What follows belongs to an exercise in optimizing a design on an open flow for small area and a short achievable clock period; a production flow would make more cautious choices.
The RTL was checked by simulation tests, not by an equivalence proof against the original design.
Power figures rest on the tool's default switching activity, not on a simulated workload.

$ cat flow/run.sh
#!/bin/bash
# synth_recipe.tcl (not shown) runs the flow's synth.tcl, then flattens the netlist and writes it again
# the make line also repeats each setting of config.mk as NAME=value (left out here)
make -C /OpenROAD-flow-scripts/flow DESIGN_CONFIG=/design/flow/config.mk WORK_HOME=/design/flow/orfs CLKGATE_MAP_FILE= SYNTH_SCRIPT=/design/flow/synth_recipe.tcl finish
$ cat flow/config.mk
export PLATFORM = sky130hd
export DESIGN_NAME = p4_core
export DESIGN_NICKNAME = p4_core
export VERILOG_FILES = /design/flow/design.v
export SDC_FILE = /design/flow/constraint.sdc
export NUM_CORES = 4
export LEC_CHECK = 0
export CAP_MARGIN = 20
export CORE_MARGIN = 2
export CORE_UTILIZATION = 40
export SLEW_MARGIN = 20
$ cat flow/constraint.sdc
create_clock -name core_clock -period 8.0 [get_ports {clk}]
set_input_delay 1.6000 -clock core_clock [delete_from_list [all_inputs] [get_ports {clk}]]
set_output_delay 1.6000 -clock core_clock [all_outputs]
set_load 0.01 [all_outputs]
$ cat flow/design.v
module p4_core (
    input  wire        clk,
    input  wire        rst,           
    output wire [14:0] imem_addr,
    input  wire [15:0] imem_rdata,
    output wire [15:0] d_addr,
    output wire [15:0] d_wdata,
    output wire        d_we,
    output wire        d_re,
    input  wire [15:0] d_rdata,
    input  wire [15:0] irq,
    output wire        halted
);
    localparam [15:0] ADDR_IMASK = 16'hFFFA;
    reg [15:0] regs [1:7];
    reg [14:0] pc;
    reg        jp;
    reg [14:0] jt;
    reg        flag_e, flag_z, flag_c, flag_n, flag_o;
    reg [15:0] imask;
    reg [15:0] ipend;
    reg        se;
    reg [14:0] ra_reg;
    reg        rescan;
    reg        run_illegal;
    reg [15:0] held_irq;      
    wire [15:0] w = imem_rdata;
    assign imem_addr = pc;
    wire [1:0] fmt   = w[15:14];
    wire [1:0] c_op  = w[13:12];
    wire [3:0] cond  = w[11:8];
    wire [2:0] rd    = w[13:11];
    wire [2:0] sub   = w[10:8];
    wire [2:0] ra    = w[5:3];
    wire [2:0] rb    = w[2:0];
    wire [4:0] code  = w[10:6];
    wire [7:0] imm8  = w[7:0];
    wire is_nop  = (fmt == 2'b00) && (c_op == 2'd0);
    wire is_br   = (fmt == 2'b00) && (c_op == 2'd1);
    wire is_jmp  = (fmt == 2'b00) && (c_op == 2'd2);
    wire is_jal  = (fmt == 2'b00) && (c_op == 2'd3);
    wire cond_ok = (cond >= 4'd1) && (cond <= 4'd11);
    wire is_mov  = (fmt == 2'b01) && (sub == 3'd0);
    wire is_load = (fmt == 2'b01) && (sub == 3'd2);
    wire is_stor = (fmt == 2'b01) && (sub == 3'd3);
    wire is_eni  = (fmt == 2'b01) && (sub == 3'd4);
    wire is_dsi  = (fmt == 2'b01) && (sub == 3'd5);
    wire is_rti  = (fmt == 2'b01) && (sub == 3'd6);
    wire is_int  = (fmt == 2'b01) && (sub == 3'd7);
    wire is_alu  = (fmt == 2'b10);
    wire alu_ok  = (code <= 5'd5) || ((code >= 5'd8) && (code <= 5'd11)) ||
                   ((code >= 5'd16) && (code <= 5'd23));
    wire is_mvi  = (fmt == 2'b11) && (sub == 3'd0);
    wire is_mvih = (fmt == 2'b11) && (sub == 3'd2);
    wire is_mvil = (fmt == 2'b11) && (sub == 3'd3);
    wire is_clc  = (fmt == 2'b11) && (sub == 3'd4);
    wire is_stc  = (fmt == 2'b11) && (sub == 3'd5);
    wire is_cmc  = (fmt == 2'b11) && (sub == 3'd6);
    reg legal;
    always @(*) begin
        case (fmt)
            2'b00:   legal = is_nop || cond_ok;
            2'b01:   legal = (sub != 3'd1);
            2'b10:   legal = alu_ok;
            default: legal = (sub != 3'd1) && (sub != 3'd7);
        endcase
    end
    wire step = !run_illegal;
    wire exec = step && legal;
    function [15:0] read_reg(input [2:0] idx);
        begin
            if (idx == 3'd0)
                read_reg = 16'h0000;
            else
                read_reg = regs[idx];
        end
    endfunction
    wire [15:0] a_val  = read_reg(ra);
    wire [15:0] b_val  = read_reg(rb);
    wire [15:0] d_val  = read_reg(rd);
    reg cond_base;
    always @(*) begin
        case (cond[3:1])
            3'd0:    cond_base = 1'b0;
            3'd1:    cond_base = flag_z;
            3'd2:    cond_base = flag_c;
            3'd3:    cond_base = flag_n;
            3'd4:    cond_base = flag_o;
            3'd5:    cond_base = ~(flag_n | flag_z);
            default: cond_base = 1'b0;
        endcase
    end
    wire cond_true = cond_base ^ cond[0];
    reg [16:0] raw;
    reg [15:0] alu_r;
    reg        alu_c, alu_o;
    reg        alu_wc, alu_wo;    
    always @(*) begin
        raw    = 17'd0;
        alu_r  = 16'h0000;
        alu_c  = flag_c;
        alu_o  = flag_o;
        alu_wc = 1'b0;
        alu_wo = 1'b0;
        case (code)
            5'd0: begin  
                raw    = {1'b0, a_val} + {1'b0, b_val};
                alu_r  = raw[15:0];
                alu_c  = raw[16];
                alu_o  = (a_val[15] == b_val[15]) && (alu_r[15] != a_val[15]);
                alu_wc = 1'b1; alu_wo = 1'b1;
            end
            5'd1: begin  
                raw    = {1'b0, a_val} - {1'b0, b_val};
                alu_r  = raw[15:0];
                alu_c  = raw[16];
                alu_o  = (a_val[15] != b_val[15]) && (alu_r[15] != a_val[15]);
                alu_wc = 1'b1; alu_wo = 1'b1;
            end
            5'd2: begin  
                raw    = {1'b0, a_val} + {1'b0, b_val} + {16'd0, flag_c};
                alu_r  = raw[15:0];
                alu_c  = raw[16];
                alu_o  = (a_val[15] == b_val[15]) && (alu_r[15] != a_val[15]);
                alu_wc = 1'b1; alu_wo = 1'b1;
            end
            5'd3: begin  
                raw    = {1'b0, a_val} - {1'b0, b_val} - {16'd0, flag_c};
                alu_r  = raw[15:0];
                alu_c  = raw[16];
                alu_o  = (a_val[15] != b_val[15]) && (alu_r[15] != a_val[15]);
                alu_wc = 1'b1; alu_wo = 1'b1;
            end
            5'd4: begin  
                raw    = {1'b0, a_val} - 17'd1;
                alu_r  = raw[15:0];
                alu_c  = raw[16];
                alu_o  = a_val[15] && !alu_r[15];
                alu_wc = 1'b1; alu_wo = 1'b1;
            end
            5'd5: begin  
                raw    = {1'b0, a_val} + 17'd1;
                alu_r  = raw[15:0];
                alu_c  = raw[16];
                alu_o  = !a_val[15] && alu_r[15];
                alu_wc = 1'b1; alu_wo = 1'b1;
            end
            5'd8:  alu_r = ~a_val;           
            5'd9:  alu_r = a_val & b_val;    
            5'd10: alu_r = a_val | b_val;    
            5'd11: alu_r = a_val ^ b_val;    
            5'd16: begin  
                alu_r  = {1'b0, a_val[15:1]};
                alu_c  = a_val[0];
                alu_wc = 1'b1;
            end
            5'd17: begin  
                alu_r  = {a_val[14:0], 1'b0};
                alu_c  = a_val[15];
                alu_wc = 1'b1;
            end
            5'd18: begin  
                alu_r  = {a_val[15], a_val[15:1]};
                alu_c  = a_val[0];
                alu_wc = 1'b1;
            end
            5'd19: begin  
                alu_r  = {a_val[14:0], 1'b0};
                alu_c  = a_val[15];
                alu_o  = a_val[15] != alu_r[15];
                alu_wc = 1'b1; alu_wo = 1'b1;
            end
            5'd20: begin  
                alu_r  = {a_val[0], a_val[15:1]};
                alu_c  = a_val[0];
                alu_wc = 1'b1;
            end
            5'd21: begin  
                alu_r  = {a_val[14:0], a_val[15]};
                alu_c  = a_val[15];
                alu_wc = 1'b1;
            end
            5'd22: begin  
                alu_r  = {flag_c, a_val[15:1]};
                alu_c  = a_val[0];
                alu_wc = 1'b1;
            end
            5'd23: begin  
                alu_r  = {a_val[14:0], flag_c};
                alu_c  = a_val[15];
                alu_wc = 1'b1;
            end
            default: ;
        endcase
    end
    wire addr_is_imask = (a_val == ADDR_IMASK);
    assign d_addr  = a_val;
    assign d_wdata = b_val;
    assign d_we    = exec && is_stor && !addr_is_imask;
    assign d_re    = exec && is_load && !addr_is_imask;
    wire [15:0] load_val = addr_is_imask ? imask : d_rdata;
    reg        wr_en;
    reg [2:0]  wr_idx;
    reg [15:0] wr_val;
    wire [14:0] link_val = pc + 15'd2;
    always @(*) begin
        wr_en  = 1'b0;
        wr_idx = rd;
        wr_val = 16'h0000;
        if (is_jal && cond_true) begin
            wr_en  = 1'b1;
            wr_idx = 3'd7;
            wr_val = {1'b0, link_val};
        end else if (is_mov) begin
            wr_en  = 1'b1;
            wr_val = a_val;
        end else if (is_load) begin
            wr_en  = 1'b1;
            wr_val = load_val;
        end else if (is_alu) begin
            wr_en  = 1'b1;
            wr_val = alu_r;
        end else if (is_mvi) begin
            wr_en  = 1'b1;
            wr_val = {{8{imm8[7]}}, imm8};
        end else if (is_mvih) begin
            wr_en  = 1'b1;
            wr_val = {imm8, d_val[7:0]};
        end else if (is_mvil) begin
            wr_en  = 1'b1;
            wr_val = {d_val[15:8], imm8};
        end
    end
    reg        e_exec, z_exec, c_exec, n_exec, o_exec;
    reg        rescan_exec;
    reg [15:0] imask_exec;
    always @(*) begin
        e_exec      = flag_e;
        z_exec      = flag_z;
        c_exec      = flag_c;
        n_exec      = flag_n;
        o_exec      = flag_o;
        rescan_exec = rescan;
        imask_exec  = imask;
        if (is_alu) begin
            z_exec = (alu_r == 16'h0000);
            n_exec = alu_r[15];
            if (alu_wc) c_exec = alu_c;
            if (alu_wo) o_exec = alu_o;
        end
        if (is_clc) c_exec = 1'b0;
        if (is_stc) c_exec = 1'b1;
        if (is_cmc) c_exec = ~flag_c;
        if (is_eni) begin
            e_exec      = 1'b1;
            rescan_exec = 1'b1;
        end
        if (is_dsi) e_exec = 1'b0;
        if (is_rti) begin
            e_exec      = se;
            rescan_exec = 1'b1;
        end
        if (is_stor && addr_is_imask) imask_exec = b_val;
    end
    reg        take;
    reg [14:0] take_target;
    always @(*) begin
        take        = 1'b0;
        take_target = 15'd0;
        if (is_br && cond_true) begin
            take        = 1'b1;
            take_target = pc + {{7{imm8[7]}}, imm8};
        end else if ((is_jmp || is_jal) && cond_true) begin
            take        = 1'b1;
            take_target = b_val[14:0];
        end else if (is_rti) begin
            take        = 1'b1;
            take_target = ra_reg;
        end
    end
    wire [14:0] pc_seq = jp ? jt : (pc + 15'd1);
    wire [15:0] raises = irq | held_irq;
    function [15:0] lowest_onehot(input [15:0] v);
        integer k;
        reg found;
        begin
            lowest_onehot = 16'h0000;
            found = 1'b0;
            for (k = 0; k < 16; k = k + 1) begin
                if (v[k] && !found) begin
                    lowest_onehot[k] = 1'b1;
                    found = 1'b1;
                end
            end
        end
    endfunction
    function [3:0] onehot_index(input [15:0] v);
        integer k;
        begin
            onehot_index = 4'd0;
            for (k = 0; k < 16; k = k + 1)
                if (v[k]) onehot_index = k[3:0];
        end
    endfunction
    wire [15:0] rescan_hits   = ipend & imask_exec;
    wire [15:0] rescan_pick   = lowest_onehot(rescan_hits);
    wire [15:0] raise_ok      = e_exec ? (raises & (imask_exec | 16'h8000)) : 16'h0000;
    wire [15:0] raise_pick    = lowest_onehot(raise_ok);
    reg        svc;            
    reg [14:0] svc_vector;
    reg [15:0] svc_clear;      
    reg [15:0] svc_taken;      
    reg        rescan_next;
    always @(*) begin
        svc         = 1'b0;
        svc_vector  = 15'd0;
        svc_clear   = 16'h0000;
        svc_taken   = 16'h0000;
        rescan_next = rescan_exec;
        if (is_int) begin
            svc        = 1'b1;
            svc_vector = {7'h7F, imm8};
        end else begin
            if (rescan_exec) begin
                rescan_next = 1'b0;
                if (rescan_hits != 16'h0000) begin
                    svc        = 1'b1;
                    svc_clear  = rescan_pick;
                    svc_vector = {7'h7F, onehot_index(rescan_pick), 4'h0};
                end
            end
            if (!svc && (raise_ok != 16'h0000)) begin
                svc        = 1'b1;
                svc_taken  = raise_pick;
                svc_vector = {7'h7F, onehot_index(raise_pick), 4'h0};
            end
        end
    end
    integer i;
    always @(posedge clk) begin
        if (rst) begin
            for (i = 1; i < 8; i = i + 1)
                regs[i] <= 16'h0000;
            pc          <= 15'd0;
            jp          <= 1'b0;
            jt          <= 15'd0;
            flag_e      <= 1'b0;
            flag_z      <= 1'b0;
            flag_c      <= 1'b0;
            flag_n      <= 1'b0;
            flag_o      <= 1'b0;
            imask       <= 16'h0000;
            ipend       <= 16'h0000;
            se          <= 1'b0;
            ra_reg      <= 15'd0;
            rescan      <= 1'b0;
            run_illegal <= 1'b0;
            held_irq    <= 16'h0000;
        end else if (step && !legal) begin
            run_illegal <= 1'b1;
        end else if (exec) begin
            if (wr_en && wr_idx != 3'd0)
                regs[wr_idx] <= wr_val;
            flag_z <= z_exec;
            flag_c <= c_exec;
            flag_n <= n_exec;
            flag_o <= o_exec;
            imask  <= imask_exec;
            jt     <= take ? take_target : jt;
            if (take) begin
                jp       <= 1'b1;
                pc       <= pc_seq;
                flag_e   <= e_exec;
                rescan   <= rescan_exec;
                held_irq <= raises;
            end else begin
                jp       <= 1'b0;
                held_irq <= 16'h0000;
                rescan   <= rescan_next;
                ipend    <= (ipend & ~svc_clear) | (raises & ~svc_taken);
                if (svc) begin
                    se     <= e_exec;
                    flag_e <= 1'b0;
                    ra_reg <= pc_seq;
                    pc     <= svc_vector;
                end else begin
                    flag_e <= e_exec;
                    pc     <= pc_seq;
                end
            end
        end
    end
    assign halted = run_illegal;
endmodule
==> impl_metrics.py <==
metrics = {
    "clocking": {
        "cts_tree": "yes",
        "clockRootBuffer": "clkbuf_16",
        "clkLatencyLatePin_ns": 0.57,
        "clk_path_buf_depth": 3,
        "clk_transition_reported_paths_ns": 0.06,
        "cts.repair.resized": 0,
        "cts_setup_buffers": 0,
        "htreeDepth": 1,
        "cts.sinks": 217,
        "cts_buffers": 25,
        "holdBufCountCts": 0,
    },
    "timing": {
        "max_slew_margin_pct": 18.0,
        "clock_skew_ns": 0.0117,
        "hold_viol": 0,
        "finalSetupViolCount": 0,
        "period_minus_slack_ns": 7.37,
        "final-max-slew-violation-count": 0,
        "post-route-period-util_pct": 92.1,
        "max_freq_mhz": 136,
        "tightest_slew_ns": 1.23,
        "tns_ns": 0,
        "rsz0062_at_grt": "false",
    },
    "layout": {
        "syn2layout_area_growth_pct": 14.8,
        "postLayoutCellArea_sq_um": 22200,
        "multi_input_area_sq_um": 12800,
        "drive_gt1_share_pct": 13.7,
        "layout_common_cells": "nor2_1, nand2_1, a21oi_1, buf_4, edfxtp_1",
        "final.fill_count": 4690,
        "nets": 2525,
        "final_cells": 3032,
        "layout_commonest_cell": "nor2_1",
        "top_register": "regs",
        "largest_register_ffs": 115,
        "seq_area_sq_um": 5500,
    },
    "worst_setup_path": {
        "arrival_ns": 5.77,
        "endpoint_kind": "output pin",
        "critPathLaunchType": "primary input",
        "reg2reg_setup_slack_ns": 2.16,
        "path_max_fanout": 8,
        "crit_family": "simple AND/OR/NAND/NOR gates",
        "cp_slowest_cell": "nor2b_1",
        "setup.worst_path.start": "imem_rdata[5]",
        "crit_path_max_incr_delay_ns": 0.73,
        "crit_chain": "clkdlybuf4s50_1, nor2b_1, a22oi_1, nand2_1, inv_1, and4_1, nand2_1, nor3_1, nor3_1, clkdlybuf4s50_1",
        "critical_path_required_ns": 6.40,
        "rr_startpoint": "regs[4][0]",
        "crit_type": "primary input to output pin",
        "cp_num_buf_inv": 3,
    },
    "power_and_ir_drop": {
        "power_frac_seq_pct": 33.8,
        "peakVddDrop_mv": 0.169,
        "p_sw_mw": 1.44,
        "pwr-share-clk_pct": 30.7,
        "leakage_nw": 8.19,
        "combPwrFrac_pct": 35.5,
        "powerDensity_nw_per_um2": 174,
        "switching_share_pct": 37.2,
        "intPower_mw": 2.43,
    },
    "floorplanning": {
        "dieArea_sq_um": 50000,
        "io_pins": 100,
        "die_h_microns": 224,
        "core.rowCount": 80,
        "initial_core_util_pct": 40.5,
        "core_area_sq_um": 47600,
        "die_w_microns": 224,
    },
    "synth": {
        "synth_cells": 2303,
        "ys_types": 96,
        "syn-cell-area_sq_um": 19300,
        "synth_seq_area_share_pct": 28.5,
        "ys_seq_elements": 217,
        "avgSynthCellArea_sq_um": 8.38,
        "synth-edff-count": 115,
        "synthArstFlopShare_pct": 0,
        "yosysWarnings": 1,
        "synth-main-ff-cell": "edfxtp_1",
    },
    "global_routing": {
        "gr-usage-all-layers_pct": 33.4,
        "grt_max_degree": 63,
        "overflow": 0,
        "antenna_found_initial": 2,
        "grt_pass1_wl_microns": 125000,
        "grt_pass1_vias": 18900,
    },
    "worst_hold_path": {
        "worstHoldStart": "held_irq[12]",
        "min_path_type": "register to register",
    },
    "routing": {
        "drc_errors": 0,
        "routed_wl_microns": 85500,
        "wl_per_cell_microns": 28.2,
        "dr.pass1.iters": 7,
        "drt_iter0_drc": 2567,
        "vias_per_cell": 6.56,
        "num_vias": 19900,
        "postRouteAntennaNets": 0,
    },
    "placed_design": {
        "place_area_sq_um": 21300,
        "globalplace.congestion": 1.02,
        "hpwl_microns": 64000,
        "dpl.cell_count": 2985,
        "port_buffers": 99,
    },
    "outcome": {
        "status": "finished clean",
    },
    "run": {
        "drv_cap": 0,
    },
}
[cell families after synthesis]
group	count (synthesis)	synth area share [%]
simple gates	877	21.6
compound gates	616	22.2
buf+inv	242	5.25
flops	217	28.5
mux	181	13.1
xor+xnor	91	4.13
fa+ha+maj	78	5.18
other cells	1	0.0194
[stage by stage]
step           hold slack (ns)  setup slack (ns)  power, mW  utilization [%]
2_1_floorplan            0.429             0.435       2.14                -
3_3_place_gp             0.441             0.413       2.65             44.7
3_5_place_dp             0.447             0.418       2.66             44.7
4_1_cts                  0.462             0.757       3.83             46.5
5_1_grt                  0.476             0.489       4.00             46.5
6_report                 0.457             0.631       3.86             46.5
[layer usage]
metal | vias to the layer above | track usage (%) | part of all wire, %
met5 | - | 0 | 0
met4 | 0 | 14.9 | 5.0
met3 | 193 | 6.56 | 10
met2 | 1136 | 51.6 | 44
met1 | 9750 | 45.4 | 41
li1 | 8818 | - | -
[cells in the mapped netlist, types with 18 or more instances]
cell	n	area (sq um)
xnor2_1	62	543
nor2_1	318	1190
o31ai_1	21	158
ha_1	75	938
mux4_2	50	1130
nand3_1	56	280
mux2i_1	67	671
a211oi_1	53	398
nand2_1	203	762
edfxtp_1	115	3450
nor3_1	62	310
nor2b_1	27	169
clkbuf_1	132	495
nor4_1	18	113
a21oi_1	137	686
o211ai_1	21	158
dfxtp_1	102	2040
or3_1	20	125
mux2_2	63	709
and3_1	24	150
nand2b_1	33	206
and2_1	21	131
nand4_1	31	194
o21ai_0	94	470
a221oi_1	31	272
xor2_1	29	254
a22oi_1	50	375
inv_1	76	285
[worst min-delay path, stage by stage, from the launching register on]
cell and delay [ns]:
dfxtp_1 0.32, a21oi_1 0.04, nor2_1 0.06
[path summary, 6_finish.rpt]
path                        to  depth (start not counted)
setup / recovery          d_re                         10
hold / removal    held_irq[12]                          2
setup reg to reg   regs[7][12]                         19
hold reg to reg   held_irq[12]                          2
[cell type report]
cell class / instances / area share (%)
clock buffer: 28 / 2.92
multi-input combinational: 1846 / 57.8
antenna: 1 / 0.0113
tap: 615 / 3.47
timing repair buffer: 227 / 8.79
sequential: 217 / 24.8
clock inverter: 18 / 0.819
inverter: 80 / 1.36
[power groups by stage]
stage | clock (mW) | sequential, mW | combinational, mW
6_report | 1.19 | 1.31 | 1.37
5_1_grt | 1.23 | 1.31 | 1.46
4_1_cts | 1.19 | 1.30 | 1.34
3_5_place_dp | 0 | 1.33 | 1.33
3_3_place_gp | 0 | 1.32 | 1.32
2_1_floorplan | 0 | 1.30 | 0.838

## re-timing with driven ports
In the flow no input, the clock included, has a driving cell. The finished layout below was timed again as built, in two steps. Step 1: set_driving_cell puts a clkbuf_16 on clk and a buf_2 on each other input, an assumption about the parent block. Step 2, shift: input delay + t, output delay - t, t = (earliest + latest rising clock arrival at the registers) / 2. This alone moves slack from input paths to output paths. a / b / c = no drivers / after step 1 / after step 2; a / b = the first two.
t, ns: 0.617
slack for setup (ns): 0.631 / 0.607 / 0.244
worst setup path at the end: input to register
worst data-port slew with drivers (ns): 0.08
cell pins on the clock port's net: 1
After both steps this run still meets setup and hold. For this run, drivers alone change the setup slack by -0.024 ns; drivers and shift together by -0.387 ns.
